From an optimization exercise on the open Yosys and OpenROAD flow, aimed at small area, a short achievable clock period and few clock cycles per item; shortcuts taken in it are not production practice.
In this exercise RTL edits were held to simulation tests only and were not proved equivalent to the original.
Power and IR drop assume default switching activity.

$ cat design.v
module crc32c_word (
    input  wire [31:0] x,
    output wire [31:0] z
);
    wire n32;
    wire n33;
    wire n34;
    wire n35;
    wire n36;
    wire n37;
    wire n38;
    wire n39;
    wire n40;
    wire n41;
    wire n42;
    wire n43;
    wire n44;
    wire n45;
    wire n46;
    wire n47;
    wire n48;
    wire n49;
    wire n50;
    wire n51;
    wire n52;
    wire n53;
    wire n54;
    wire n55;
    wire n56;
    wire n57;
    wire n58;
    wire n59;
    wire n60;
    wire n61;
    wire n62;
    wire n63;
    wire n64;
    wire n65;
    wire n66;
    wire n67;
    wire n68;
    wire n69;
    wire n70;
    wire n71;
    wire n72;
    wire n73;
    wire n74;
    wire n75;
    wire n76;
    wire n77;
    wire n78;
    wire n79;
    wire n80;
    wire n81;
    wire n82;
    wire n83;
    wire n84;
    wire n85;
    wire n86;
    wire n87;
    wire n88;
    wire n89;
    wire n90;
    wire n91;
    wire n92;
    wire n93;
    wire n94;
    wire n95;
    wire n96;
    wire n97;
    wire n98;
    wire n99;
    wire n100;
    wire n101;
    wire n102;
    wire n103;
    wire n104;
    wire n105;
    wire n106;
    wire n107;
    wire n108;
    wire n109;
    wire n110;
    wire n112;
    wire n113;
    wire n114;
    wire n115;
    wire n117;
    wire n118;
    wire n119;
    wire n121;
    wire n122;
    wire n123;
    wire n125;
    wire n126;
    wire n128;
    wire n129;
    wire n131;
    wire n132;
    wire n133;
    wire n135;
    wire n136;
    wire n137;
    wire n138;
    wire n140;
    wire n141;
    wire n142;
    wire n143;
    wire n144;
    wire n146;
    wire n147;
    wire n148;
    wire n149;
    wire n150;
    wire n152;
    wire n153;
    wire n154;
    wire n155;
    wire n157;
    wire n158;
    wire n159;
    wire n161;
    wire n162;
    wire n163;
    wire n165;
    wire n166;
    wire n167;
    wire n168;
    wire n170;
    wire n171;
    wire n172;
    wire n174;
    wire n175;
    wire n176;
    wire n178;
    wire n179;
    wire n180;
    wire n182;
    wire n183;
    wire n184;
    wire n185;
    wire n186;
    wire n188;
    wire n189;
    wire n190;
    wire n191;
    wire n192;
    wire n194;
    wire n195;
    wire n197;
    wire n198;
    wire n200;
    wire n201;
    wire n202;
    wire n204;
    wire n205;
    wire n206;
    wire n207;
    wire n209;
    wire n210;
    wire n211;
    wire n212;
    wire n214;
    wire n215;
    wire n217;
    wire n218;
    wire n219;
    wire n221;
    wire n222;
    wire n223;
    wire n224;
    wire n225;
    wire n227;
    wire n228;
    wire n230;
    wire n231;
    wire n232;
    wire n233;
    wire n235;
    wire n236;
    wire n237;
    wire n238;
    wire n240;
    wire n241;
    wire n242;
    wire n244;
    wire n245;
    wire n246;
    wire n247;
    wire n248;
    xr g32 (.a(x[0]), .b(x[23]), .z(n32));
    xr g33 (.a(x[6]), .b(x[15]), .z(n33));
    xr g34 (.a(x[2]), .b(x[25]), .z(n34));
    xr g35 (.a(x[1]), .b(x[20]), .z(n35));
    xr g36 (.a(x[21]), .b(x[22]), .z(n36));
    xr g37 (.a(x[10]), .b(x[26]), .z(n37));
    xr g38 (.a(x[4]), .b(x[13]), .z(n38));
    xr g39 (.a(x[8]), .b(x[17]), .z(n39));
    xr g40 (.a(x[7]), .b(x[16]), .z(n40));
    xr g41 (.a(x[5]), .b(x[14]), .z(n41));
    xr g42 (.a(x[3]), .b(x[28]), .z(n42));
    xr g43 (.a(x[9]), .b(x[27]), .z(n43));
    xr g44 (.a(x[30]), .b(x[31]), .z(n44));
    xr g45 (.a(x[19]), .b(n32), .z(n45));
    xr g46 (.a(x[11]), .b(x[29]), .z(n46));
    xr g47 (.a(x[12]), .b(x[18]), .z(n47));
    xr g48 (.a(x[24]), .b(n36), .z(n48));
    xr g49 (.a(n33), .b(n34), .z(n49));
    xr g50 (.a(n35), .b(n41), .z(n50));
    xr g51 (.a(x[29]), .b(n37), .z(n51));
    xr g52 (.a(n38), .b(n39), .z(n52));
    xr g53 (.a(x[10]), .b(x[11]), .z(n53));
    xr g54 (.a(x[5]), .b(x[12]), .z(n54));
    xr g55 (.a(x[18]), .b(n43), .z(n55));
    xr g56 (.a(n35), .b(n53), .z(n56));
    xr g57 (.a(x[7]), .b(n47), .z(n57));
    xr g58 (.a(n33), .b(n42), .z(n58));
    xr g59 (.a(x[6]), .b(n40), .z(n59));
    xr g60 (.a(x[3]), .b(n34), .z(n60));
    xr g61 (.a(x[27]), .b(n46), .z(n61));
    xr g62 (.a(x[16]), .b(n49), .z(n62));
    xr g63 (.a(x[8]), .b(n45), .z(n63));
    xr g64 (.a(x[25]), .b(x[30]), .z(n64));
    xr g65 (.a(x[9]), .b(x[26]), .z(n65));
    xr g66 (.a(x[23]), .b(x[31]), .z(n66));
    xr g67 (.a(x[21]), .b(x[24]), .z(n67));
    xr g68 (.a(x[3]), .b(n37), .z(n68));
    xr g69 (.a(x[28]), .b(n44), .z(n69));
    xr g70 (.a(x[23]), .b(n43), .z(n70));
    xr g71 (.a(n39), .b(n42), .z(n71));
    xr g72 (.a(x[31]), .b(n38), .z(n72));
    xr g73 (.a(n40), .b(n51), .z(n73));
    xr g74 (.a(x[17]), .b(n50), .z(n74));
    xr g75 (.a(x[19]), .b(n58), .z(n75));
    xr g76 (.a(n46), .b(n48), .z(n76));
    xr g77 (.a(x[4]), .b(n45), .z(n77));
    xr g78 (.a(x[9]), .b(x[29]), .z(n78));
    xr g79 (.a(x[1]), .b(x[24]), .z(n79));
    xr g80 (.a(x[14]), .b(x[18]), .z(n80));
    xr g81 (.a(x[22]), .b(x[25]), .z(n81));
    xr g82 (.a(x[11]), .b(x[26]), .z(n82));
    xr g83 (.a(x[22]), .b(n46), .z(n83));
    xr g84 (.a(x[30]), .b(n65), .z(n84));
    xr g85 (.a(n41), .b(n79), .z(n85));
    xr g86 (.a(n32), .b(n44), .z(n86));
    xr g87 (.a(n34), .b(n44), .z(n87));
    xr g88 (.a(n39), .b(n43), .z(n88));
    xr g89 (.a(x[2]), .b(n33), .z(n89));
    xr g90 (.a(x[4]), .b(n40), .z(n90));
    xr g91 (.a(x[15]), .b(n32), .z(n91));
    xr g92 (.a(x[21]), .b(n47), .z(n92));
    xr g93 (.a(x[20]), .b(n70), .z(n93));
    xr g94 (.a(x[6]), .b(n60), .z(n94));
    xr g95 (.a(n40), .b(n48), .z(n95));
    xr g96 (.a(n42), .b(n52), .z(n96));
    xr g97 (.a(n55), .b(n64), .z(n97));
    xr g98 (.a(n41), .b(n57), .z(n98));
    xr g99 (.a(n36), .b(n50), .z(n99));
    xr g100 (.a(n37), .b(n69), .z(n100));
    xr g101 (.a(n55), .b(n89), .z(n101));
    xr g102 (.a(n49), .b(n90), .z(n102));
    xr g103 (.a(n38), .b(n48), .z(n103));
    xr g104 (.a(n63), .b(n73), .z(n104));
    xr g105 (.a(n52), .b(n62), .z(n105));
    xr g106 (.a(n57), .b(n75), .z(n106));
    xr g107 (.a(x[24]), .b(x[28]), .z(n107));
    xr g108 (.a(n82), .b(n107), .z(n108));
    xr g109 (.a(n70), .b(n50), .z(n109));
    xr g110 (.a(n108), .b(n102), .z(n110));
    xr g111 (.a(n109), .b(n110), .z(z[0]));
    xr g112 (.a(x[27]), .b(n67), .z(n112));
    xr g113 (.a(n54), .b(n71), .z(n113));
    xr g114 (.a(n49), .b(n112), .z(n114));
    xr g115 (.a(n73), .b(n113), .z(n115));
    xr g116 (.a(n114), .b(n115), .z(z[1]));
    xr g117 (.a(x[26]), .b(n83), .z(n117));
    xr g118 (.a(n59), .b(n96), .z(n118));
    xr g119 (.a(n97), .b(n117), .z(n119));
    xr g120 (.a(n118), .b(n119), .z(z[2]));
    xr g121 (.a(n69), .b(n88), .z(n121));
    xr g122 (.a(n51), .b(n77), .z(n122));
    xr g123 (.a(n98), .b(n121), .z(n123));
    xr g124 (.a(n122), .b(n123), .z(z[3]));
    xr g125 (.a(n80), .b(n38), .z(n125));
    xr g126 (.a(n87), .b(n125), .z(n126));
    xr g127 (.a(n126), .b(n104), .z(z[4]));
    xr g128 (.a(n71), .b(n87), .z(n128));
    xr g129 (.a(n59), .b(n77), .z(n129));
    xr g130 (.a(n128), .b(n129), .z(z[5]));
    xr g131 (.a(n66), .b(n80), .z(n131));
    xr g132 (.a(n71), .b(n61), .z(n132));
    xr g133 (.a(n131), .b(n62), .z(n133));
    xr g134 (.a(n132), .b(n133), .z(z[6]));
    xr g135 (.a(x[30]), .b(n47), .z(n135));
    xr g136 (.a(n45), .b(n61), .z(n136));
    xr g137 (.a(n135), .b(n74), .z(n137));
    xr g138 (.a(n94), .b(n136), .z(n138));
    xr g139 (.a(n137), .b(n138), .z(z[7]));
    xr g140 (.a(x[2]), .b(x[26]), .z(n140));
    xr g141 (.a(n67), .b(n35), .z(n141));
    xr g142 (.a(n38), .b(n44), .z(n142));
    xr g143 (.a(n140), .b(n141), .z(n143));
    xr g144 (.a(n142), .b(n143), .z(n144));
    xr g145 (.a(n106), .b(n144), .z(z[8]));
    xr g146 (.a(x[1]), .b(x[13]), .z(n146));
    xr g147 (.a(x[31]), .b(n65), .z(n147));
    xr g148 (.a(n146), .b(n58), .z(n148));
    xr g149 (.a(n147), .b(n76), .z(n149));
    xr g150 (.a(n63), .b(n148), .z(n150));
    xr g151 (.a(n149), .b(n150), .z(z[9]));
    xr g152 (.a(x[28]), .b(x[30]), .z(n152));
    xr g153 (.a(n33), .b(n37), .z(n153));
    xr g154 (.a(n54), .b(n152), .z(n154));
    xr g155 (.a(n83), .b(n153), .z(n155));
    xr g156 (.a(n154), .b(n155), .z(z[10]));
    xr g157 (.a(x[12]), .b(x[13]), .z(n157));
    xr g158 (.a(n157), .b(n59), .z(n158));
    xr g159 (.a(n86), .b(n61), .z(n159));
    xr g160 (.a(n158), .b(n159), .z(z[11]));
    xr g161 (.a(n82), .b(n44), .z(n161));
    xr g162 (.a(n54), .b(n161), .z(n162));
    xr g163 (.a(n93), .b(n162), .z(n163));
    xr g164 (.a(n105), .b(n163), .z(z[12]));
    xr g165 (.a(x[17]), .b(n72), .z(n165));
    xr g166 (.a(n91), .b(n92), .z(n166));
    xr g167 (.a(n56), .b(n60), .z(n167));
    xr g168 (.a(n165), .b(n166), .z(n168));
    xr g169 (.a(n167), .b(n168), .z(z[13]));
    xr g170 (.a(x[13]), .b(x[25]), .z(n170));
    xr g171 (.a(n36), .b(n170), .z(n171));
    xr g172 (.a(n171), .b(n93), .z(n172));
    xr g173 (.a(n106), .b(n172), .z(z[14]));
    xr g174 (.a(x[14]), .b(x[20]), .z(n174));
    xr g175 (.a(x[28]), .b(n174), .z(n175));
    xr g176 (.a(n175), .b(n103), .z(n176));
    xr g177 (.a(n104), .b(n176), .z(z[15]));
    xr g178 (.a(n64), .b(n88), .z(n178));
    xr g179 (.a(n91), .b(n50), .z(n179));
    xr g180 (.a(n76), .b(n178), .z(n180));
    xr g181 (.a(n179), .b(n180), .z(z[16]));
    xr g182 (.a(x[1]), .b(x[9]), .z(n182));
    xr g183 (.a(x[23]), .b(n47), .z(n183));
    xr g184 (.a(n182), .b(n48), .z(n184));
    xr g185 (.a(n183), .b(n100), .z(n185));
    xr g186 (.a(n62), .b(n184), .z(n186));
    xr g187 (.a(n185), .b(n186), .z(z[17]));
    xr g188 (.a(x[0]), .b(x[10]), .z(n188));
    xr g189 (.a(x[22]), .b(n78), .z(n189));
    xr g190 (.a(n188), .b(n72), .z(n190));
    xr g191 (.a(n189), .b(n74), .z(n191));
    xr g192 (.a(n75), .b(n190), .z(n192));
    xr g193 (.a(n191), .b(n192), .z(z[18]));
    xr g194 (.a(x[28]), .b(n67), .z(n194));
    xr g195 (.a(n51), .b(n194), .z(n195));
    xr g196 (.a(n97), .b(n195), .z(z[19]));
    xr g197 (.a(x[19]), .b(n81), .z(n197));
    xr g198 (.a(n61), .b(n197), .z(n198));
    xr g199 (.a(n100), .b(n198), .z(z[20]));
    xr g200 (.a(x[12]), .b(n78), .z(n200));
    xr g201 (.a(n44), .b(n85), .z(n201));
    xr g202 (.a(n200), .b(n102), .z(n202));
    xr g203 (.a(n201), .b(n202), .z(z[21]));
    xr g204 (.a(x[14]), .b(x[24]), .z(n204));
    xr g205 (.a(n43), .b(n204), .z(n205));
    xr g206 (.a(n86), .b(n56), .z(n206));
    xr g207 (.a(n205), .b(n96), .z(n207));
    xr g208 (.a(n206), .b(n207), .z(z[22]));
    xr g209 (.a(x[27]), .b(x[20]), .z(n209));
    xr g210 (.a(n66), .b(n209), .z(n210));
    xr g211 (.a(n51), .b(n59), .z(n211));
    xr g212 (.a(n92), .b(n210), .z(n212));
    xr g213 (.a(n211), .b(n212), .z(z[23]));
    xr g214 (.a(n84), .b(n45), .z(n214));
    xr g215 (.a(n99), .b(n214), .z(n215));
    xr g216 (.a(n105), .b(n215), .z(z[24]));
    xr g217 (.a(n66), .b(n68), .z(n217));
    xr g218 (.a(n74), .b(n95), .z(n218));
    xr g219 (.a(n101), .b(n217), .z(n219));
    xr g220 (.a(n218), .b(n219), .z(z[25]));
    xr g221 (.a(x[0]), .b(x[9]), .z(n221));
    xr g222 (.a(x[18]), .b(x[19]), .z(n222));
    xr g223 (.a(n39), .b(n221), .z(n223));
    xr g224 (.a(n222), .b(n68), .z(n224));
    xr g225 (.a(n223), .b(n99), .z(n225));
    xr g226 (.a(n224), .b(n225), .z(z[26]));
    xr g227 (.a(n36), .b(n56), .z(n227));
    xr g228 (.a(n77), .b(n101), .z(n228));
    xr g229 (.a(n227), .b(n228), .z(z[27]));
    xr g230 (.a(x[2]), .b(n42), .z(n230));
    xr g231 (.a(n54), .b(n45), .z(n231));
    xr g232 (.a(n56), .b(n230), .z(n232));
    xr g233 (.a(n95), .b(n231), .z(n233));
    xr g234 (.a(n232), .b(n233), .z(z[28]));
    xr g235 (.a(x[12]), .b(x[23]), .z(n235));
    xr g236 (.a(n35), .b(n235), .z(n236));
    xr g237 (.a(n52), .b(n236), .z(n237));
    xr g238 (.a(n76), .b(n94), .z(n238));
    xr g239 (.a(n237), .b(n238), .z(z[29]));
    xr g240 (.a(n32), .b(n84), .z(n240));
    xr g241 (.a(n60), .b(n98), .z(n241));
    xr g242 (.a(n103), .b(n240), .z(n242));
    xr g243 (.a(n241), .b(n242), .z(z[30]));
    xr g244 (.a(x[27]), .b(n81), .z(n244));
    xr g245 (.a(n33), .b(n68), .z(n245));
    xr g246 (.a(n72), .b(n85), .z(n246));
    xr g247 (.a(n244), .b(n63), .z(n247));
    xr g248 (.a(n245), .b(n246), .z(n248));
    xr g249 (.a(n247), .b(n248), .z(z[31]));
endmodule
module crc32c_zero_byte (
    input  wire [31:0] x,
    output wire [29:0] z
);
    wire n32;
    wire n33;
    wire n34;
    wire n35;
    wire n36;
    wire n37;
    wire n39;
    wire n40;
    wire n41;
    wire n42;
    wire n43;
    wire n44;
    wire n45;
    wire n46;
    wire n47;
    wire n49;
    wire n50;
    wire n53;
    wire n55;
    wire n57;
    wire n59;
    wire n60;
    wire n63;
    wire n65;
    wire n67;
    wire n69;
    wire n71;
    wire n73;
    wire n75;
    wire n77;
    wire n79;
    wire n81;
    wire n82;
    wire n84;
    wire n86;
    wire n88;
    wire n90;
    wire n92;
    wire n93;
    wire n94;
    wire n96;
    wire n100;
    xr g32 (.a(x[1]), .b(x[6]), .z(n32));
    xr g33 (.a(x[2]), .b(x[4]), .z(n33));
    xr g34 (.a(x[3]), .b(x[5]), .z(n34));
    xr g35 (.a(x[0]), .b(x[7]), .z(n35));
    xr g36 (.a(n32), .b(n34), .z(n36));
    xr g37 (.a(x[7]), .b(n34), .z(n37));
    xr g38 (.a(x[2]), .b(n32), .z(z[24]));
    xr g39 (.a(x[0]), .b(n33), .z(n39));
    xr g40 (.a(x[1]), .b(x[3]), .z(n40));
    xr g41 (.a(x[6]), .b(n33), .z(n41));
    xr g42 (.a(x[4]), .b(x[7]), .z(n42));
    xr g43 (.a(x[5]), .b(n35), .z(n43));
    xr g44 (.a(x[2]), .b(n35), .z(n44));
    xr g45 (.a(x[7]), .b(z[24]), .z(n45));
    xr g46 (.a(n33), .b(n36), .z(n46));
    xr g47 (.a(x[8]), .b(n40), .z(n47));
    xr g48 (.a(n39), .b(n47), .z(z[0]));
    xr g49 (.a(x[1]), .b(x[9]), .z(n49));
    xr g50 (.a(n34), .b(n49), .z(n50));
    xr g51 (.a(n39), .b(n50), .z(z[1]));
    xr g52 (.a(x[10]), .b(n46), .z(z[2]));
    xr g53 (.a(x[11]), .b(n37), .z(n53));
    xr g54 (.a(n41), .b(n53), .z(z[3]));
    xr g55 (.a(x[5]), .b(x[12]), .z(n55));
    xr g56 (.a(n55), .b(n45), .z(z[4]));
    xr g57 (.a(x[13]), .b(n32), .z(n57));
    xr g58 (.a(n42), .b(n57), .z(z[5]));
    xr g59 (.a(x[1]), .b(x[4]), .z(n59));
    xr g60 (.a(x[14]), .b(n59), .z(n60));
    xr g61 (.a(n37), .b(n60), .z(z[6]));
    xr g62 (.a(x[15]), .b(n36), .z(z[7]));
    xr g63 (.a(x[16]), .b(n35), .z(n63));
    xr g64 (.a(n41), .b(n63), .z(z[8]));
    xr g65 (.a(x[17]), .b(n33), .z(n65));
    xr g66 (.a(n43), .b(n65), .z(z[9]));
    xr g67 (.a(x[18]), .b(x[5]), .z(n67));
    xr g68 (.a(n67), .b(n41), .z(z[10]));
    xr g69 (.a(x[19]), .b(x[6]), .z(n69));
    xr g70 (.a(n69), .b(n37), .z(z[11]));
    xr g71 (.a(x[3]), .b(x[20]), .z(n71));
    xr g72 (.a(n71), .b(n45), .z(z[12]));
    xr g73 (.a(x[1]), .b(x[21]), .z(n73));
    xr g74 (.a(x[7]), .b(n73), .z(z[13]));
    xr g75 (.a(x[4]), .b(x[22]), .z(n75));
    xr g76 (.a(n40), .b(n75), .z(z[14]));
    xr g77 (.a(x[5]), .b(x[23]), .z(n77));
    xr g78 (.a(n77), .b(n39), .z(z[15]));
    xr g79 (.a(x[0]), .b(x[24]), .z(n79));
    xr g80 (.a(n79), .b(n36), .z(z[16]));
    xr g81 (.a(x[25]), .b(n32), .z(n81));
    xr g82 (.a(n33), .b(n35), .z(n82));
    xr g83 (.a(n81), .b(n82), .z(z[17]));
    xr g84 (.a(x[26]), .b(x[5]), .z(n84));
    xr g85 (.a(n42), .b(n84), .z(z[18]));
    xr g86 (.a(x[27]), .b(n36), .z(n86));
    xr g87 (.a(n39), .b(n86), .z(z[19]));
    xr g88 (.a(x[7]), .b(x[28]), .z(n88));
    xr g89 (.a(n88), .b(n46), .z(z[20]));
    xr g90 (.a(x[29]), .b(n32), .z(n90));
    xr g91 (.a(n43), .b(n90), .z(z[21]));
    xr g92 (.a(x[3]), .b(x[4]), .z(n92));
    xr g93 (.a(x[6]), .b(x[30]), .z(n93));
    xr g94 (.a(n35), .b(n92), .z(n94));
    xr g95 (.a(n93), .b(n94), .z(z[22]));
    xr g96 (.a(x[2]), .b(x[31]), .z(n96));
    xr g97 (.a(n96), .b(n37), .z(z[23]));
    xr g98 (.a(x[3]), .b(n44), .z(z[25]));
    xr g99 (.a(x[0]), .b(x[4]), .z(z[26]));
    xr g100 (.a(x[0]), .b(x[1]), .z(n100));
    xr g101 (.a(x[5]), .b(n100), .z(z[27]));
    xr g102 (.a(x[0]), .b(z[24]), .z(z[28]));
    xr g103 (.a(n40), .b(n44), .z(z[29]));
endmodule
module crc16_byte (
    input  wire [15:0] x,
    output wire [14:0] z
);
    wire n27;
    xr g16 (.a(x[11]), .b(x[15]), .z(z[3]));
    xr g17 (.a(x[9]), .b(x[13]), .z(z[1]));
    xr g18 (.a(x[8]), .b(x[12]), .z(z[0]));
    xr g19 (.a(x[10]), .b(x[14]), .z(z[2]));
    xr g20 (.a(x[13]), .b(z[0]), .z(z[4]));
    xr g21 (.a(x[14]), .b(z[1]), .z(z[5]));
    xr g22 (.a(x[15]), .b(z[2]), .z(z[6]));
    xr g23 (.a(x[0]), .b(z[3]), .z(z[7]));
    xr g24 (.a(x[1]), .b(x[12]), .z(z[8]));
    xr g25 (.a(x[2]), .b(x[13]), .z(z[9]));
    xr g26 (.a(x[3]), .b(x[14]), .z(z[10]));
    xr g27 (.a(x[4]), .b(x[15]), .z(n27));
    xr g28 (.a(z[0]), .b(n27), .z(z[11]));
    xr g29 (.a(x[5]), .b(z[1]), .z(z[12]));
    xr g30 (.a(x[6]), .b(z[2]), .z(z[13]));
    xr g31 (.a(x[7]), .b(z[3]), .z(z[14]));
endmodule
module xr (
    input  wire a,
    input  wire b,
    output wire z
);
    assign z = a ^ b;
endmodule
module crc_engine (
    input  wire        clk,
    input  wire        rst,
    input  wire        cmd_valid,
    output wire        cmd_ready,
    input  wire [7:0]  cmd_op,
    input  wire [31:0] cmd_acc,
    input  wire [15:0] cmd_len,
    input  wire        data_valid,
    output wire        data_ready,
    input  wire [31:0] data,
    output wire        rsp_valid,
    input  wire        rsp_ready,
    output wire [3:0]  rsp_status,
    output wire [31:0] rsp_value
);
    reg         idle;      
    reg         busy;      
    reg         dr;        
    reg         rv;        
    reg         inv;       
    reg         is16;      
    reg         fin;       
    reg         nodata;    
    reg         first;     
    reg         pend;      
    reg  [1:0]  km;        
    reg  [1:0]  xm;        
    reg  [13:0] cnt;       
    reg  [1:0]  kl;        
    reg         lastw;     
    reg  [1:0]  j;         
    reg  [1:0]  zc;        
    reg  [31:0] y;
    assign cmd_ready  = idle;
    assign data_ready = dr;
    assign rsp_valid  = rv;
    assign rsp_status = {4{inv}};
    assign rsp_value  = y;
    wire take_cmd = idle & cmd_valid;
    wire op_a = (cmd_op == 8'h40);
    wire op_f = (cmd_op == 8'h41);
    wire op_c = (cmd_op == 8'h42);
    wire op_h = (cmd_op == 8'h48);
    wire op_g = (cmd_op == 8'h49);
    wire len0 = (cmd_len == 16'd0);
    wire op_data = op_a | op_c | op_h | op_g;
    wire [31:0] r32, rz;
    wire [15:0] r16;
    wire [31:0] u_w_z;
    crc32c_word u_w (.x(y[31:0]), .z(u_w_z));
    assign r32 = {u_w_z[31], u_w_z[30], u_w_z[29], u_w_z[28], u_w_z[27], u_w_z[26], u_w_z[25], u_w_z[24], u_w_z[23], u_w_z[22], u_w_z[21], u_w_z[20], u_w_z[19], u_w_z[18], u_w_z[17], u_w_z[16], u_w_z[15], u_w_z[14], u_w_z[13], u_w_z[12], u_w_z[11], u_w_z[10], u_w_z[9], u_w_z[8], u_w_z[7], u_w_z[6], u_w_z[5], u_w_z[4], u_w_z[3], u_w_z[2], u_w_z[1], u_w_z[0]};
    wire [29:0] u_z_z;
    crc32c_zero_byte u_z (.x(y[31:0]), .z(u_z_z));
    assign rz = {u_z_z[29], u_z_z[28], u_z_z[27], u_z_z[26], y[3], y[2], u_z_z[25], u_z_z[24], u_z_z[23], u_z_z[22], u_z_z[21], u_z_z[20], u_z_z[19], u_z_z[18], u_z_z[17], u_z_z[16], u_z_z[15], u_z_z[14], u_z_z[13], u_z_z[12], u_z_z[11], u_z_z[10], u_z_z[9], u_z_z[8], u_z_z[7], u_z_z[6], u_z_z[5], u_z_z[4], u_z_z[3], u_z_z[2], u_z_z[1], u_z_z[0]};
    wire [14:0] u_h_z;
    crc16_byte u_h (.x(y[15:0]), .z(u_h_z));
    assign r16 = {u_h_z[14], u_h_z[13], u_h_z[12], u_h_z[11], u_h_z[10], u_h_z[9], u_h_z[8], u_h_z[7], u_h_z[6], u_h_z[5], u_h_z[4], y[12], u_h_z[3], u_h_z[2], u_h_z[1], u_h_z[0]};
    wire fin_phase = pend & ~busy;                      
    wire zmode     = fin_phase & ~is16 & (kl != 2'd0);
    wire last_red  = fin_phase & (is16 | (kl == 2'd0) | (zc == 2'd1));
    wire fixup     = first & nodata;                    
    wire respond   = last_red | fixup;
    wire s32 = pend & ~is16 & ~zmode;
    wire s16 = pend & is16;
    wire sz  = zmode;
    wire sy_h = ~pend & ~idle & (~first | km[1]);
    wire sy_l = ~pend & ~idle & (~first | km[0]);
    wire s1_h = first & xm[1];
    wire s1_l = first & xm[0];
    wire fc   = fin & respond;                          
    wire dv   = busy & data_valid;                      
    wire hs   = dr & data_valid;                        
    wire [1:0] jl = (lastw & (kl != 2'd0)) ? kl - 2'd1 : 2'd3;
    wire d32  = dv & ~is16;
    wire d16  = dv & is16;
    wire [3:0] g32 = {d32 & (~lastw | (kl == 2'd0)),
                      d32 & (~lastw | (kl == 2'd0) | (kl == 2'd3)),
                      d32 & (~lastw | (kl != 2'd1)),
                      d32};
    wire [3:0] g16 = {d16 & (j == 2'd3), d16 & (j == 2'd2),
                      d16 & (j == 2'd1), d16 & (j == 2'd0)};
    wire [7:0] b16 = ({8{g16[0]}} & data[7:0])   | ({8{g16[1]}} & data[15:8]) |
                     ({8{g16[2]}} & data[23:16]) | ({8{g16[3]}} & data[31:24]);
    wire [31:0] dw = {{8{g32[3]}} & data[31:24], {8{g32[2]}} & data[23:16],
                      ({8{g32[1]}} & data[15:8]) | b16, {8{g32[0]}} & data[7:0]};
    wire [31:0] o  = ({32{idle}} & cmd_acc) | dw | {32{fc}};
    wire [31:0] q = ({32{sz}} & rz) | {16'h0000, {16{s16}} & r16} |
                    {{16{sy_h}} & y[31:16], {16{sy_l}} & y[15:0]} |
                    {{16{s1_h}}, {16{s1_l}}};
    wire [31:0] yn = (({32{s32}} & r32) | q) ^ o;
    always @(posedge clk)
        y <= yn;
    wire lastw_next = (kl == 2'd0) ? (cnt == 14'd2) : (cnt == 14'd1);
    wire [1:0] jl_next = (lastw_next & (kl != 2'd0)) ? kl - 2'd1 : 2'd3;
    wire wdone = ~is16 | (j == jl);                     
    always @(posedge clk) begin
        if (take_cmd) begin
            inv    <= ~(op_data | op_f);
            is16   <= op_h | op_g;
            fin    <= op_c | op_f;
            nodata <= ~op_data | len0;
            km     <= {op_a | op_f, op_a | op_f | op_h};
            xm     <= {op_c, op_c | op_g};
            kl     <= cmd_len[1:0];
            cnt    <= cmd_len[15:2];
            lastw  <= (cmd_len[1:0] == 2'd0) ? (cmd_len[15:2] == 14'd1)
                                             : (cmd_len[15:2] == 14'd0);
        end else if (hs) begin
            cnt    <= cnt - 14'd1;
            lastw  <= lastw_next;
        end
        if (hs & lastw)
            zc <= kl;
        else if (zmode)
            zc <= zc - 2'd1;
    end
    always @(posedge clk) begin
        if (rst) begin
            idle  <= 1'b1;
            busy  <= 1'b0;
            dr    <= 1'b0;
            rv    <= 1'b0;
            pend  <= 1'b0;
            first <= 1'b0;
            j     <= 2'd0;
        end else begin
            if (take_cmd) begin
                idle  <= 1'b0;
                first <= 1'b1;
                j     <= 2'd0;
                if (op_data & ~len0) begin
                    busy <= 1'b1;
                    dr   <= ~(op_h | op_g) | (cmd_len == 16'd1);
                end
            end
            if (busy)
                pend <= data_valid;
            else if (respond)
                pend <= 1'b0;
            if (dv) begin
                first <= 1'b0;
                j     <= wdone ? 2'd0 : j + 2'd1;
                if (wdone & lastw) begin
                    busy <= 1'b0;
                    dr   <= 1'b0;
                end else if (is16)
                    dr <= wdone ? (jl_next == 2'd0) : (j + 2'd1 == jl);
            end
            if (fixup)
                first <= 1'b0;
            if (respond)
                rv <= 1'b1;
            if (rv & rsp_ready) begin
                rv   <= 1'b0;
                idle <= 1'b1;
            end
        end
    end
endmodule
$ cat flow/run.sh
#!/bin/bash
# The standard layout, with plain buffers on the ports: buffer_ports picks a
# clock delay cell by default, which is larger and slower than buf_1.
set -euo pipefail
bash standard.sh synth > synth.log 2>&1
export BUFFER_PORTS_ARGS="-buffer_cell sky130_fd_sc_hd__buf_1"
bash standard.sh > layout.log 2>&1
$ cat standard.sh
#!/bin/bash
# synth_recipe.tcl (not shown) runs the flow's synth.tcl, then flattens the netlist and writes it again
# the make line also repeats each setting of config.mk as NAME=value (left out here)
make -C /OpenROAD-flow-scripts/flow DESIGN_CONFIG=/design/flow/config.mk WORK_HOME=/design/flow/orfs CLKGATE_MAP_FILE= SYNTH_SCRIPT=/design/flow/synth_recipe.tcl "${@:-finish}"
$ cat config.mk
export PLATFORM = sky130hd
export DESIGN_NAME = crc_engine
export DESIGN_NICKNAME = crc_engine
export VERILOG_FILES = /design/flow/design.v
export SDC_FILE = /design/flow/constraint.sdc
export NUM_CORES = 4
export LEC_CHECK = 0
export CAP_MARGIN = 20
export CORE_MARGIN = 2
export CORE_UTILIZATION = 40
export CTS_BUF_LIST = sky130_fd_sc_hd__clkbuf_4 sky130_fd_sc_hd__clkbuf_8
export SETUP_SLACK_MARGIN = 2.0
export SLEW_MARGIN = 20
export SYNTH_HIERARCHICAL = 1
export SYNTH_MEMORY_MAX_BITS = 16384
$ cat constraint.sdc
create_clock -name core_clock -period 5.0 [get_ports {clk}]
set_input_delay 1.0000 -clock core_clock [delete_from_list [all_inputs] [get_ports {clk}]]
set_output_delay 1.0000 -clock core_clock [all_outputs]
set_load 0.01 [all_outputs]
==> results.toml, run 1 <==
[timing]
tns_ns = 0
relSlewSlack_pct = 50.1
period_share_pct = 59.7
tightest_slew_ns = 0.747
finalWorstSetupSlack_ns = 2.01
fin_skew_ns = 0.0152
period_minus_slack_ns = 2.99
setup_viol = 0
hold_violations = 0
fmax_ghz = 0.335
finalMaxSlewViolations = 0
rsz0062_at_grt = "no"
fin_hold_ws_ns = 0.496

[cells_and_area]
area_growth_pct = 14.2
fin_cells = 1110
diodes = 0
finalNetCount = 984
seq_area_mm2 = 0.00162
fillers = 1743
multi_input_area_mm2 = 0.00520
drive_gt1_share_pct = 8.25

[yosys]
syn-instance-count = 761
ys_ff_latch = 67
yosys_warnings = 7
synth_edf_count = 27
synth_nets = 865
ys.flop_type = "dfxtp_1"
async_reset_ff_share_pct = 0
syn_area_mm2 = 0.00699
avgSynthCellArea_um2 = 9.18
ys_types = 48
yosysSeqAreaShare_pct = 23.1

[drt]
num_vias = 6271
dr.first_iter.drc_count = 659
routed_wl_mm = 24.1
firstDrtPassIters = 5
drcViolationCount = 0
antenna_left = 0
wl_per_cell_um = 21.7
routed_via_density = 5.65

[floorplan]
core_area_mm2 = 0.0172
core.rowCount = 48
dieArea_mm2 = 0.0185
dieWidth_um = 136
io_pins = 132
die_h_um = 136
initial_utilization_pct = 40.7

[run_status]
outcome = "no timing/DRC/antenna violations"

[setup_path]
cp_top_family = "XOR/XNOR gates"
cp_slowest_cell = "xor2_1"
crit_required_ns = 5.23
path_buf_inv = 0
crit_path_max_incr_delay_ns = 0.59
startpoint_type = "register"
crit_fanout = 11
crit_path_end_kind = "register"
path_cells = "xor2_1 -> xor2_1 -> xor2_1 -> xor2_1 -> xor2_1 -> a221oi_1 -> xor2_1"
path_class = "register to register"
arrival_ns = 3.21
cpMostUsedCell = "xor2_1"

[grt]
grt_pass1_wl_mm = 36.0
met1_usage_pct = 36.4
grt_usage_pct = 26.2
grt_max_degree = 36
met3_usage_pct = 3.69
grt-busiest-layer = "met2"
grt_antenna_before_repair = 0
use_met2_pct = 42.7
overflow = 0
grt_pass1_vias = 5912

[cts]
cts_max_level = 3
worstSkewPairLatency_ns = 0.37
ctsLongestPathBuffers = 2
cts-root-buf = "clkbuf_8"
clk_pin_slew_ns = 0.09
post_cts_buffers = 0
cts_buffers = 9
cts_sinks = 67
cts_tree = "done"

[hold_path]
worstHoldPathType = "register to register"

[power_and_ir_drop]
finalPower_mw = 5.64
power.density_mw_per_mm2 = 707
peakVddDrop_v = 0.000465
leakagePower_nw = 3.15

[placement]
dp_cells = 1094
hpwl_mm = 18.3
io_buffers = 131
pre_cts_slack_ns = 1.74
gp_congestion = 0.991

[run]
max-cap-violations = 0
metrics by stage:
step | instance area, µm² | utilization (%)
4_1_cts | 7920 | 46.1
5_1_grt | 7980 | 46.4
6_report | 7980 | 46.4
3_3_place_gp | 7660 | 44.6
3_5_place_dp | 7660 | 44.6
2_1_floorplan | 6990 | -
state kept, by name (all words and copies together) (netlist names), 2 cells and up:
signal  cells
zc          2
j           2
xm          2
cnt        14
km          2
kl          2
y          32
kinds of logic after synthesis:
logic type	after synthesis	synth area share [%]
AOI/OAI and AO/OA	139	16.6
xor gates and xnor gates	352	44.1
adders and majority gates	11	1.97
buffers and inverters	52	3.94
DFF	67	23.1
muxes	3	0.448
and+or+nand+nor	137	9.85
modules after synthesis (local to each module, per instance), excerpt:
module	cells	times used	cell area, µm²	flip-flops and latches
crc_engine	455	1	4310	67
xr	1	306	8.76	0
routing by layer:
layer | vias up | wire length (µm)
met1 | 3000 | 10400
li1 | 2907 | -
met5 | - | 0
met2 | 332 | 11200
met3 | 32 | 2050
met4 | 0 | 495
cell usage after synthesis, types with 14 or more instances:
cell,instances,area (µm²)
nor2_1,31,116
edfxtp_1,27,811
a21oi_1,21,105
inv_1,16,60.1
xor2_1,326,2860
a22oi_1,33,248
nand2_1,40,150
dfxtp_1,40,801
clkbuf_1,15,56.3
nand3_1,23,115
a221oi_1,26,228
a221o_1,16,160
xnor2_1,26,228
a221oi_2,14,210
cell type report:
type                    count  share of cell area (%)
clock buffers              10                    1.65
clock inverters             6                    1.13
inverters                  16                   0.753
multi-input cells         642                    65.2
flip-flops and latches     67                    20.4
well taps                 225                    3.53
repair buffers            144                    7.39
power by group:
group	internal (mW)	leakage (nW)	switching [mW]
registers	0.656	0.587	0.244
logic	1.45	2.45	2.76
clock network	0.287	0.110	0.236
total	2.40	3.15	3.24
worst paths after layout:
kind	from	cells after the start	end	slack, ns
setup / recovery	y[12]	7	y[3]	2.01
hold reg to reg	rv	1	rv	0.50
hold / removal	rv	1	rv	0.50
setup reg to reg	y[12]	7	y[3]	2.01
cells in the final DEF (no fill, tap or decap), types with 4 or more instances in the layout:
cell type,n
xor2_1,315
buf_1,131
nand2_1,40
a22oi_1,33
nor2_1,31
dfxtp_1,30
edfxtp_1,27
xnor2_1,26
a221oi_1,26
nand3_1,23
a21oi_1,21
inv_1,16
a221o_1,16
a221oi_2,14
buf_4,13
ha_1,11
xor2_2,11
dfxtp_2,10
a211oi_1,9
clkbuf_8,9
nor3_1,8
nor4_1,7
and4_1,4
timing repair:
action,CTS,global route
hold buffers,0,0
setup endpoints to repair,18,12
cloned,0,0
resized for setup,9,12
Testbench counts, summed over its fixed seeds: cycles 107,278, bytes 379,321.
==> run 2, diff against run 1 <==
--- a/config.mk
+++ b/config.mk
@@ -11,3 +11,3 @@
 export CTS_BUF_LIST = sky130_fd_sc_hd__clkbuf_4 sky130_fd_sc_hd__clkbuf_8
-export SETUP_SLACK_MARGIN = 2.0
+export SETUP_SLACK_MARGIN = 2.75
 export SLEW_MARGIN = 20
==> results.toml, run 2 <==
[cts]
cts_sinks = 67
clk_pin_slew_ns = 0.08
ctsLongestPathBuffers = 2
cts-root-buf = "clkbuf_8"
cts_buffers = 9
cts_tree = "done"
worstSkewPairLatency_ns = 0.37
cts_max_level = 3
hold_buffers = 0

[setup_path]
worst_r2r_endpoint = "y[6]"
crit_fanout = 8
arrival_ns = 2.66
crit_required_ns = 5.23
r2r_start = "y[2]"
reg2reg_depth = 8
rrSetupSlack_ns = 2.57
crit_path_end_kind = "register"
startpoint_type = "register"
path_class = "register to register"
cp-startpoint = "y[2]"

[timing]
finalMaxSlewViolations = 0
rsz0062_at_grt = "yes"
fin_skew_ns = 0.0149
tightest_slew_ns = 0.902
fin_hold_ws_ns = 0.511
period_share_pct = 48.6
tns_ns = 0
hold_violations = 0
setup_viol = 0
period_minus_slack_ns = 2.43
relSlewSlack_pct = 39.7
fmax_ghz = 0.411

[yosys]
post-synth-top-count-cell = "xor2_1"
yosys_warnings = 7
synth_edf_count = 27
ys_top_cells_by_count = "xor2_1 (326), dfxtp_1 (40), nand2_1 (40)"
synthTopCellsByArea = "xor2_1 (41%), edfxtp_1 (12%), dfxtp_1 (11%)"
synth_nets = 865
syn-instance-count = 761
yosysSeqAreaShare_pct = 23.1
ys_ff_latch = 67
avgSynthCellArea_um2 = 9.18
async_reset_ff_share_pct = 0
ys.flop_type = "dfxtp_1"
yosysTopAreaCell = "xor2_1"
syn_area_mm2 = 0.00699
yosysTopAreaCellShare_pct = 40.9
ys_types = 48

[drt]
antenna_left = 0
drcViolationCount = 0
wl_per_cell_um = 23.6
dr.first_iter.drc_count = 493
routed_via_density = 5.62
firstDrtPassIters = 5
routed_wl_mm = 28.7
num_vias = 6850

[power_and_ir_drop]
share_comb_of_total_power_pct = 79.8
seqPwrFrac_pct = 12.7
swShare_pct = 54.9
power_frac_clock_pct = 7.5
leakagePower_nw = 3.98
peakVddDrop_v = 0.000569
p_switching_mw = 4.09
power.density_mw_per_mm2 = 726
finalPower_mw = 7.46
p_int_mw = 3.36

[placement]
io_buffers = 131
hpwl_mm = 18.2
gp_congestion = 0.964

[hold_path]
whs_path_depth = 1
hold_path_end = "rv"
holdCritStartpoint = "rv"
worstHoldPathType = "register to register"

[floorplan]
core.rowCount = 48
initial_utilization_pct = 40.7
die_h_um = 136
core_area_mm2 = 0.0172
dieArea_mm2 = 0.0185
dieWidth_um = 136
io_pins = 132

[run_status]
outcome = "no timing/DRC/antenna violations"

[cells_and_area]
final_cell_mix = "xor2_1 (236), buf_1 (130), buf_4 (98)"
largest_reg_flops = 32
final_common_cell = "xor2_1"
diodes = 0
fillers = 1431
top_register = "y"
reg_top3 = "y (32), cnt (14)"
finalNetCount = 1092
area_growth_pct = 47.0
drive_gt1_share_pct = 30.2

[grt]
grt_antenna_before_repair = 0
grt_max_degree = 37
grt_usage_pct = 27.9
grt_pass1_vias = 6323
overflow = 0
grt_pass1_wl_mm = 37.6

[run]
max-cap-violations = 0
run 2: per-stage QoR:
stage / setup WS, ns / utilization (%) / instances / cell area, µm²
floorplan: 2.72 / - / 761 / 7130
global placement: 2.00 / 45.1 / 1086 / 7740
detailed placement: 1.96 / 45.1 / 1086 / 7750
CTS: 2.66 / 53.0 / 1150 / 9100
global route: 2.53 / 59.8 / 1218 / 10300
finish: 2.57 / 59.8 / 1218 / 10300
run 2: cell type report:
| type | instances | area, µm² | area share, % |
|---|---|---|---|
| multi-input cells | 642 | 6360 | 61.9 |
| clock inverters | 7 | 115 | 1.12 |
| flip-flops and latches | 67 | 1730 | 16.8 |
| clock buffers | 9 | 124 | 1.21 |
| inverters | 16 | 63.8 | 0.621 |
| repair buffers | 252 | 1600 | 15.6 |
| well taps | 225 | 282 | 2.74 |
run 2: Yosys stat by module (local to each module, per instance), excerpt:
module	times used	cells inside	cell area (µm²)	flip-flops and latches
crc_engine	1	455	4310	67
xr	306	1	8.76	0
run 2: worst max-delay path by stage:
| stage | to | depth (start not counted) |
|---|---|---|
| finish | y[6] | 8 |
| global route | y[6] | 8 |
| CTS | y[22] | 9 |
| detailed placement | cnt[9] | 3 |
| global placement | cnt[10] | 3 |
| floorplan | y[2] | 7 |
run 2: repair_timing:
| item | 4_1_cts | 5_1_grt |
|---|---|---|
| resized for setup | 120 | 85 |
| pin swaps | 14 | 61 |
| setup endpoints to repair | 68 | 49 |
| cloned | 1 | 0 |
| setup buffers | 47 | 68 |
run 2: per-layer routing:
metal	GRT usage, %	vias up	share of wire (%)
li1	-	3053	-
met1	35.5	3338	39
met2	44.5	376	48
met3	6.86	83	8.2
met4	13.1	0	5.0
met5	0	-	0
run 2: cells by family (layout without fill, tap and decap cells):
group	after synthesis	in the layout	share of synthesized area [%]
xor+xnor	352	352	44.1
compound gates	139	139	16.6
mux	3	3	0.448
buf+inv	52	284	3.94
simple gates	137	137	9.85
flops	67	67	23.1
fa+ha+maj	11	11	1.97
run 2: power by group through the flow:
| stage | clock network (mW) | registers [mW] | logic, mW |
|---|---|---|---|
| after floorplan | 0 | 0.894 | 2.88 |
| after global placement | 0 | 0.973 | 3.95 |
| after detailed placement | 0 | 0.974 | 3.89 |
| after CTS | 0.572 | 0.980 | 4.59 |
| after global routing | 0.590 | 0.952 | 6.11 |
| final | 0.561 | 0.946 | 5.95 |
run 2: worst max-delay path, stage by stage, from the launching register on:
cell	delay, ns
dfxtp_4	0.48
xor2_4	0.23
buf_12	0.16
xor2_4	0.27
xor2_4	0.25
xor2_1	0.26
xor2_1	0.33
a221oi_2	0.13
xor2_1	0.18
==> run 3, diff against run 2 <==
--- a/config.mk
+++ b/config.mk
@@ -9,5 +9,5 @@
 export CORE_MARGIN = 2
-export CORE_UTILIZATION = 40
+export CORE_UTILIZATION = 60
 export CTS_BUF_LIST = sky130_fd_sc_hd__clkbuf_4 sky130_fd_sc_hd__clkbuf_8
-export SETUP_SLACK_MARGIN = 2.75
+export SETUP_SLACK_MARGIN = 2.5
 export SLEW_MARGIN = 20
==> results.toml, run 3 <==
[cells_and_area]
finalNetCount = 1021
final_common_cell = "xor2_1"
top_register = "y"
largest_reg_flops = 32
final_cell_mix = "xor2_1 (280), buf_1 (131), buf_4 (47)"
area_growth_pct = 26.4
fillers = 757
drive_gt1_share_pct = 18.1
final_core_utilization_pct = 77.7
reg_top3 = "y (32), cnt (14)"
diodes = 0

[floorplan]
dieWidth_um = 112
io_pins = 132
dieArea_mm2 = 0.0125
initial_utilization_pct = 61.5
die_h_um = 112
core_area_mm2 = 0.0114
core.rowCount = 39

[drt]
routed_via_density = 6.35
wl_per_cell_um = 23.2
antenna_left = 0
dr.first_iter.drc_count = 843
routed_wl_mm = 24.7
firstDrtPassIters = 8
drcViolationCount = 0
num_vias = 6758

[run_status]
outcome = "no timing/DRC/antenna violations"

[timing]
tns_ns = 0
fin_skew_ns = 0.0167
fmax_ghz = 0.375
finalMaxSlewViolations = 0
hold_violations = 0
rsz0062_at_grt = "yes"
fin_hold_ws_ns = 0.502
period_share_pct = 53.4
period_minus_slack_ns = 2.67
relSlewSlack_pct = 40.4
tightest_slew_ns = 0.891
setup_viol = 0
finalWorstSetupSlack_ns = 2.33

[yosys]
yosysTopAreaCell = "xor2_1"
avgSynthCellArea_um2 = 9.18
yosys_warnings = 7
yosysSeqAreaShare_pct = 23.1
syn_area_mm2 = 0.00699
ys_types = 48
yosysTopAreaCellShare_pct = 40.9
synth_nets = 865
synthTopCellsByArea = "xor2_1 (41%), edfxtp_1 (12%), dfxtp_1 (11%)"
async_reset_ff_share_pct = 0
ys.flop_type = "dfxtp_1"
syn-instance-count = 761
ys_ff_latch = 67
synth_edf_count = 27
post-synth-top-count-cell = "xor2_1"
ys_top_cells_by_count = "xor2_1 (326), dfxtp_1 (40), nand2_1 (40)"

[cts]
worstSkewPairLatency_ns = 0.37
cts_tree = "done"
hold_buffers = 0
cts_sinks = 67
cts-root-buf = "clkbuf_8"
ctsLongestPathBuffers = 2
clk_pin_slew_ns = 0.08
cts_max_level = 3
cts_buffers = 9

[setup_path]
path_class = "register to register"
startpoint_type = "register"
cp-startpoint = "y[31]"
crit_fanout = 7
arrival_ns = 2.96
crit_path_end_kind = "register"
r2r_start = "y[31]"
crit_required_ns = 5.29

[power_and_ir_drop]
finalPower_mw = 6.19
power.density_mw_per_mm2 = 701
peakVddDrop_v = 0.000553
leakagePower_nw = 3.43

[placement]
pre_cts_slack_ns = 1.65
io_buffers = 131
gp_congestion = 1.05
hpwl_mm = 17.4

[grt]
grt_pass1_wl_mm = 36.0
grt_antenna_before_repair = 0
grt_pass1_vias = 6387
overflow = 0
grt_max_degree = 37
grt_usage_pct = 37.8

[hold_path]
worstHoldPathType = "register to register"
holdCritStartpoint = "rv"

[run]
max-cap-violations = 0
run 3: cell count changes in the layout (fill, tap and decap cells not counted), sizes merged:
| cell | before | now |
|---|---|---|
| buf | 250 | 181 |
| bufinv | 3 | 2 |
| bufbuf | 1 | 0 |
run 3: worst paths after layout:
kind         depth (start not counted)  slack [ns]   end
min reg2reg                          1        0.50    rv
max                                  7        2.33  y[3]
min                                  1        0.50    rv
max reg2reg                          7        2.33  y[3]
run 3: power by group:
| part | switching [mW] | internal, mW |
|---|---|---|
| Combinational | 2.89 | 1.77 |
| Clock | 0.219 | 0.282 |
| Sequential | 0.355 | 0.678 |
run 3: cells by family (layout without fill, tap and decap cells):
| logic type | Yosys count | in the layout | synth area share (%) |
|---|---|---|---|
| compound gates | 139 | 139 | 16.6 |
| xor+xnor | 352 | 352 | 44.1 |
| fa+ha+maj | 11 | 11 | 1.97 |
| buf+inv | 52 | 213 | 3.94 |
| flops | 67 | 67 | 23.1 |
| mux | 3 | 3 | 0.448 |
| simple gates | 137 | 137 | 9.85 |
run 3: repair_timing:
item | CTS | global route
setup endpoints to repair | 48 | 27
gates resized for setup | 71 | 54
pin swaps | 1 | 11
setup buffers | 2 | 44
run 3: layer usage:
metal	wire (µm)	track usage, %	part of all wire [%]	vias up
met4	1620	23.2	6.6	0
met1	9030	47.4	37	3240
met5	0	0	0	-
met2	11900	61.1	48	452
met3	2130	5.99	8.6	118
li1	-	-	-	2948
run 3: final cells by class:
cell class	instances	area, µm²	share of cell area (%)
Multi-Input combinational cell	642	5790	65.5
Clock inverter	6	80.1	0.906
Tap cell	143	179	2.03
Inverter	16	60.1	0.680
Clock buffer	10	131	1.49
Sequential cell	67	1700	19.3
Timing Repair Buffer	181	896	10.1
run 3: critical path, stage by stage (launching register included):
cell,delay [ns]
dfxtp_2,0.55
xor2_4,0.35
xor2_1,0.33
xor2_1,0.32
xor2_1,0.27
xor2_1,0.15
a221oi_1,0.44
xor2_1,0.18
run 3: per-module statistics from Yosys (local to each module, per instance), a selection:
| module | copies in the design | cells inside | flops+latches |
|---|---|---|---|
| crc_engine | 1 | 455 | 67 |
| xr | 306 | 1 | 0 |
run 3: per-stage QoR:
stage | std cells | cell area, µm²
CTS | 1021 | 8120
detailed placement | 1003 | 7520
finish | 1065 | 8830
floorplan | 761 | 7010
global placement | 1003 | 7510
global route | 1065 | 8830
==> run 4, diff against run 3 <==
--- a/design.v
+++ b/design.v
@@ -557,2 +557,11 @@
 endmodule
+module ybit (
+    input  wire t,
+    input  wire s,
+    input  wire q,
+    input  wire o,
+    output wire z
+);
+    assign z = ((t & s) | q) ^ o;
+endmodule
 module crc_engine (
@@ -591,3 +600,4 @@
     reg  [31:0] y;
-    assign cmd_ready  = idle;
+    wire rsp_take = rv & rsp_ready;
+    assign cmd_ready  = idle | rsp_take;
     assign data_ready = dr;
@@ -596,3 +606,3 @@
     assign rsp_value  = y;
-    wire take_cmd = idle & cmd_valid;
+    wire take_cmd = cmd_ready & cmd_valid;
     wire op_a = (cmd_op == 8'h40);
@@ -623,4 +633,4 @@
     wire sz  = zmode;
-    wire sy_h = ~pend & ~idle & (~first | km[1]);
-    wire sy_l = ~pend & ~idle & (~first | km[0]);
+    wire sy_h = ~pend & ~idle & ~rsp_take & (~first | km[1]);
+    wire sy_l = ~pend & ~idle & ~rsp_take & (~first | km[0]);
     wire s1_h = first & xm[1];
@@ -643,3 +653,3 @@
                       ({8{g32[1]}} & data[15:8]) | b16, {8{g32[0]}} & data[7:0]};
-    wire [31:0] o  = ({32{idle}} & cmd_acc) | dw | {32{fc}};
+    wire [31:0] o  = ({32{cmd_ready}} & cmd_acc) | dw | {32{fc}};
     wire [31:0] q = ({32{sz}} & rz) | {16'h0000, {16{s16}} & r16} |
@@ -647,3 +657,9 @@
                     {{16{s1_h}}, {16{s1_l}}};
-    wire [31:0] yn = (({32{s32}} & r32) | q) ^ o;
+    wire [31:0] yn;
+    genvar gi;
+    generate
+        for (gi = 0; gi < 32; gi = gi + 1) begin : g_y
+            ybit u (.t(r32[gi]), .s(s32), .q(q[gi]), .o(o[gi]), .z(yn[gi]));
+        end
+    endgenerate
     always @(posedge clk)
@@ -710,5 +726,5 @@
                 rv <= 1'b1;
-            if (rv & rsp_ready) begin
+            if (rsp_take) begin
                 rv   <= 1'b0;
-                idle <= 1'b1;
+                idle <= ~cmd_valid;
             end
--- a/config.mk
+++ b/config.mk
@@ -9,5 +9,5 @@
 export CORE_MARGIN = 2
-export CORE_UTILIZATION = 60
+export CORE_UTILIZATION = 40
 export CTS_BUF_LIST = sky130_fd_sc_hd__clkbuf_4 sky130_fd_sc_hd__clkbuf_8
-export SETUP_SLACK_MARGIN = 2.5
+export SETUP_SLACK_MARGIN = 2.3
 export SLEW_MARGIN = 20
==> results.toml, run 4 <==
[power_and_ir_drop]
peakVddDrop_v = 0.000593
finalPower_mw = 6.17
power.density_mw_per_mm2 = 738
leakagePower_nw = 3.22

[cts]
cts_buffers = 9
cts_tree = "done"
cts_sinks = 67
hold_buffers = 0
worstSkewPairLatency_ns = 0.37
cts_max_level = 3
clk_pin_slew_ns = 0.08
ctsLongestPathBuffers = 2
cts-root-buf = "clkbuf_8"

[cells_and_area]
finalNetCount = 1001
final_cell_mix = "xor2_1 (280), buf_1 (131), nand2_1 (42), xnor2_1 (42), a221o_1 (40)"
largest_reg_flops = 32
top_register = "y"
diodes = 0
fin_cells = 1127
final_common_cell = "xor2_1"
reg_top3 = "y (32), cnt (14)"
drive_gt1_share_pct = 13.9
area_growth_pct = 19.0

[placement]
io_buffers = 131
pre_cts_slack_ns = 1.70
hpwl_mm = 18.1
gp_congestion = 1.03
dp_cells = 1108

[floorplan]
core.rowCount = 48
dieWidth_um = 137
dieArea_mm2 = 0.0187
initial_utilization_pct = 40.8
core_area_mm2 = 0.0172
io_pins = 132
die_h_um = 137

[timing]
relSlewSlack_pct = 27.0
rsz0062_at_grt = "yes"
period_minus_slack_ns = 2.76
hold_violations = 0
fin_skew_ns = 0.00938
tns_ns = 0
period_share_pct = 55.2
tightest_slew_ns = 1.09
finalMaxSlewViolations = 0
fin_hold_ws_ns = 0.564
setup_viol = 0
finalWorstSetupSlack_ns = 2.24
fmax_ghz = 0.362

[setup_path]
crit_end = "y[2]"
startpoint_type = "register"
crit_path_end_kind = "register"
crit_required_ns = 5.27
crit_fanout = 7
arrival_ns = 3.03
r2r_start = "y[11]"
path_class = "register to register"
reg2reg_depth = 7
worst_r2r_endpoint = "y[2]"
cp-startpoint = "y[11]"
rrSetupSlack_ns = 2.24

[yosys]
avgSynthCellArea_um2 = 9.14
yosysTopAreaCellShare_pct = 38.6
yosysTopAreaCell = "xor2_1"
syn_area_mm2 = 0.00703
ys.flop_type = "dfxtp_1"
ys_types = 55
yosysSeqAreaShare_pct = 22.9
async_reset_ff_share_pct = 0
synth_edf_count = 27
synthTopCellsByArea = "xor2_1 (39%), edfxtp_1 (12%), dfxtp_1 (11%)"
synth_nets = 873
ys_top_cells_by_count = "xor2_1 (310), nand2_1 (43), xnor2_1 (42)"
syn-instance-count = 769
yosys_warnings = 7
post-synth-top-count-cell = "xor2_1"
ys_ff_latch = 67

[drt]
routed_wl_mm = 24.3
wl_per_cell_um = 21.6
routed_via_density = 5.57
dr.first_iter.drc_count = 615
num_vias = 6281
drcViolationCount = 0
firstDrtPassIters = 5
antenna_left = 0

[grt]
grt_max_degree = 38
overflow = 0
grt_pass1_wl_mm = 35.8
grt_usage_pct = 26.0
grt_antenna_before_repair = 0
grt_pass1_vias = 5973

[run]
max-cap-violations = 0

[run_status]
outcome = "no timing/DRC/antenna violations"

[hold_path]
worstHoldPathType = "register to register"
run 4: cell types whose count changed in the layout (fill, tap and decap cells not counted), moves of 17 or more:
cell,change
dfxtp_4,-20
buf_4,-32
xor2_4,-21
a221o_1,+24
a22oi_1,-17
a21oi_2,+32
dfxtp_1,+19
run 4: logic make-up after synthesis:
logic type	after synthesis	share of synthesized area [%]
simple gates	140	10.6
flops	67	22.9
compound gates	154	17.7
buf+inv	42	2.60
mux	3	0.445
xor+xnor	352	43.8
fa+ha+maj	11	1.96
run 4: layout make-up:
type	count	area, µm²
Multi-Input combinational cell	660	5550
Clock inverter	6	88.8
Timing Repair Buffer	146	604
Tap cell	225	282
Sequential cell	67	1630
Timing Repair inverter	1	8.76
Inverter	12	71.3
Fill cell	1673	8870
Clock buffer	10	131
run 4: report_power, final:
group | leakage, nW | total (mW) | switching (mW) | internal [mW]
sequential | 0.587 | 0.888 | 0.228 | 0.661
clock | 0.108 | 0.527 | 0.240 | 0.287
combinational | 2.52 | 4.76 | 3.17 | 1.59
total | 3.22 | 6.17 | 3.64 | 2.54
run 4: per-stage QoR:
step	area [µm²]	utilization, %
finish	8370	48.5
global route	8370	48.5
CTS	8190	47.5
detailed placement	7780	45.2
global placement	7780	45.2
floorplan	7040	-
run 4: worst min-delay path by stage:
stage / from / to / slack, ns / cells past startpoint
2_1_floorplan: idle / idle / 0.48 / 2
3_3_place_gp: rv / rv / 0.48 / 1
3_5_place_dp: rv / rv / 0.48 / 1
4_1_cts: rv / rv / 0.52 / 1
5_1_grt: rv / rv / 0.60 / 1
6_report: rv / rv / 0.56 / 1
run 4: per-module statistics from Yosys, one instance, submodules excluded, a selection:
module / flops+latches / times used / cells inside
crc_engine: 67 / 1 / 399
xr: 0 / 306 / 1
ybit: 0 / 32 / 2
run 4: worst max-delay path: stages (launching register included):
cell     delay (ns)
dfxtp_1        0.63
xor2_1         0.53
xor2_1         0.32
xor2_1         0.21
xor2_1         0.23
xor2_1         0.45
a21oi_2        0.13
xnor2_1        0.14
run 4: repair_timing:
item,4_1_cts,5_1_grt
endpoints found under the setup margin,47,30
endpoints found under the hold margin,0,0
resized for setup,32,25
buffers inserted,0,2
gates cloned,0,1
pin swaps,0,1
run 4: metal layers:
metal	global-route usage [%]	share of wire (%)	vias up
met1	36.0	44	2972
met4	10.3	3.4	0
met3	3.85	8.4	57
met2	40.7	45	341
met5	0	0	-
li1	-	-	2911
Testbench counts of run 4, summed over its fixed seeds: cycles 106,086, bytes 379,321.
==> run 5, diff against run 4 <==
--- a/config.mk
+++ b/config.mk
@@ -11,3 +11,3 @@
 export CTS_BUF_LIST = sky130_fd_sc_hd__clkbuf_4 sky130_fd_sc_hd__clkbuf_8
-export SETUP_SLACK_MARGIN = 2.3
+export SETUP_SLACK_MARGIN = 2.6
 export SLEW_MARGIN = 20
==> results.toml, run 5 <==
[cells_and_area]
final_cell_mix = "xor2_1 (250), buf_1 (129), nand2_1 (42), xnor2_1 (42), a221o_1 (40)"
fillers = 1595
top_register = "y"
diodes = 0
reg_top3 = "y (32), cnt (14)"
drive_gt1_share_pct = 21.3
final_common_cell = "xor2_1"
largest_reg_flops = 32
area_growth_pct = 30.4
finalNetCount = 1023
fin_cells = 1149

[setup_path]
cp_slowest_cell = "a21oi_4"
arrival_ns = 1.48
crit_path_end_kind = "primary output"
cpMostUsedCell = "buf_6"
crit_fanout = 4
worst_r2r_endpoint = "y[25]"
path_class = "input port to primary output"
crit_required_ns = 4.00
rrSetupSlack_ns = 2.55
r2r_start = "y[20]"
crit_path_max_incr_delay_ns = 0.20
path_cells = "buf_6 -> a21oi_4 -> inv_8 -> buf_6"
startpoint_type = "input port"
reg2reg_depth = 7

[cts]
cts-root-buf = "clkbuf_8"
hold_buffers = 0
cts_tree = "done"
cts_max_level = 3
cts_buffers = 9
clk_pin_slew_ns = 0.08
ctsLongestPathBuffers = 2
cts_sinks = 67
worstSkewPairLatency_ns = 0.38

[timing]
rsz0062_at_grt = "yes"
tns_ns = 0
relSlewSlack_pct = 52.2
finalMaxSlewViolations = 0
setup_viol = 0
period_minus_slack_ns = 2.48
fmax_ghz = 0.403
fin_skew_ns = 0.0218
period_share_pct = 49.7
hold_violations = 0
tightest_slew_ns = 0.715

[yosys]
synth_nets = 873
avgSynthCellArea_um2 = 9.14
ys_top_cells_by_count = "xor2_1 (310), nand2_1 (43), xnor2_1 (42)"
yosysTopAreaCellShare_pct = 38.6
ys_ff_latch = 67
syn_area_mm2 = 0.00703
syn-instance-count = 769
synthTopCellsByArea = "xor2_1 (39%), edfxtp_1 (12%), dfxtp_1 (11%)"
post-synth-top-count-cell = "xor2_1"
ys.flop_type = "dfxtp_1"
yosysSeqAreaShare_pct = 22.9
async_reset_ff_share_pct = 0
yosys_warnings = 7
ys_types = 55
synth_edf_count = 27
yosysTopAreaCell = "xor2_1"

[floorplan]
initial_utilization_pct = 40.8
core_area_mm2 = 0.0172
core.rowCount = 48
dieArea_mm2 = 0.0187
die_h_um = 137
dieWidth_um = 137
io_pins = 132

[drt]
wl_per_cell_um = 22.2
num_vias = 6568
drcViolationCount = 0
antenna_left = 0
routed_via_density = 5.72
routed_wl_mm = 25.5
dr.first_iter.drc_count = 565
firstDrtPassIters = 7

[power_and_ir_drop]
power.density_mw_per_mm2 = 760
peakVddDrop_v = 0.000790
finalPower_mw = 6.97
leakagePower_nw = 3.44

[hold_path]
whs_path_depth = 1
hold_path_end = "rv"
holdCritStartpoint = "rv"
worstHoldPathType = "register to register"

[grt]
grt_usage_pct = 26.8
grt_max_degree = 38
grt_antenna_before_repair = 0
overflow = 0
grt_pass1_wl_mm = 36.6
grt_pass1_vias = 6089

[placement]
hpwl_mm = 18.2
dp_cells = 1106
gp_congestion = 0.987
io_buffers = 131

[run]
max-cap-violations = 0

[run_status]
outcome = "no timing/DRC/antenna violations"
[run 5: cell counts after synthesis]
No cell type changed its count.
[run 5: worst max-delay path, delay by kind of cell]
| family | cells | cell delay, ns |
|---|---|---|
| AO/OA/AOI/OAI | 1 | 0.20 |
| buffers and inverters | 3 | 0.28 |
[run 5: layout make-up]
type | count | area (µm²) | share of cell area [%]
clock buffer | 9 | 124 | 1.35
clock inverter | 7 | 105 | 1.15
inverter | 12 | 52.6 | 0.573
multi-input combinational | 660 | 6070 | 66.2
sequential | 67 | 1680 | 18.3
tap | 225 | 282 | 3.07
timing repair buffer | 168 | 857 | 9.34
timing repair inverter | 1 | 6.26 | 0.0682
[run 5: Yosys stat by module (local to each module, per instance), a selection]
module,flops+latches,times used,cells inside
ybit,0,32,2
xr,0,306,1
crc_engine,67,1,399
[run 5: through the flow]
stage	setup slack, ns	area [µm²]	util, %	hold WS, ns
3_5_place_dp	1.75	7790	45.2	0.509
2_1_floorplan	2.46	7100	-	0.482
5_1_grt	2.50	9170	53.2	0.599
3_3_place_gp	1.79	7790	45.2	0.511
4_1_cts	2.54	8630	50.1	0.562
6_report	2.52	9170	53.2	0.565
[run 5: kinds of logic (layout without fill, tap and decap cells)]
group | Yosys count | after routing | synth area share (%)
buf+inv | 42 | 197 | 2.60
compound gates | 154 | 154 | 17.7
fa+ha+maj | 11 | 11 | 1.96
flops | 67 | 67 | 22.9
mux | 3 | 3 | 0.445
simple gates | 140 | 140 | 10.6
xor+xnor | 352 | 352 | 43.8
[run 5: layer usage]
| metal | vias to the layer above | track usage (%) | wire length, µm |
|---|---|---|---|
| met5 | - | 0 | 0 |
| met1 | 3189 | 36.7 | 10500 |
| met2 | 370 | 39.8 | 11400 |
| li1 | 2943 | - | - |
| met4 | 0 | 12.8 | 994 |
| met3 | 66 | 6.00 | 2590 |
[run 5: report_power, final]
part	total (mW)	internal, mW	leakage, nW	switching, mW
clock network	0.550	0.290	0.113	0.261
logic	5.44	1.97	2.74	3.47
registers	0.978	0.675	0.592	0.303
[run 5: what timing repair did]
item	4_1_cts	5_1_grt
setup buffers	7	19
cloned	1	0
pin swaps	6	17
hold endpoints to repair	0	0
resized for setup	93	51
setup endpoints to repair	64	33
[run 5: worst max path at each step]
stage / start / endpoint / slack (ns) / cells past startpoint
after floorplan: kl[0] / y[0] / 2.46 / 7
after global placement: rsp_ready / cnt[6] / 1.79 / 5
after detailed placement: rsp_ready / cnt[6] / 1.75 / 5
after CTS: rsp_ready / cmd_ready / 2.54 / 4
after global routing: y[5] / y[3] / 2.50 / 9
final: rsp_ready / cmd_ready / 2.52 / 4

port drivers added, routing unchanged:
The results above use ideal ports. As a check the final layouts listed here were re-extracted and re-timed, cells and wires unchanged.
Step 1, drivers: a clkbuf_16 drives clk and a buf_2 each remaining input, both assumed.
Step 2 moves the port delays by t, midway between the first and last clock arrival at a register: inputs arrive t later, outputs are due t later. That takes back most of the time a late clock gives input paths.
Three values: ideal, step 1, step 2; two values: the first two.
run | t (ns) | setup WS [ns] | worst setup path at the end | latest minus earliest clock arrival (ns)
run 1 | 0.398 | 2.015 / 2.015 / 2.015 | register to register | 0.016 / 0.015
run 2 | 0.401 | 2.569 / 2.569 / 2.385 | input to register | 0.015 / 0.015
run 3 | 0.395 | 2.331 / 2.331 / 2.278 | input to register | 0.017 / 0.016
run 4 | 0.407 | 2.241 / 2.241 / 2.060 | input to register | 0.010 / 0.010
run 5 | 0.407 | 2.517 / 2.482 / 2.279 | input to register | 0.022 / 0.022
After both steps setup and hold are still met in every run listed. The setup slack of run 5, which loses most, moves by -0.035 ns with the drivers and by -0.238 ns with both steps.
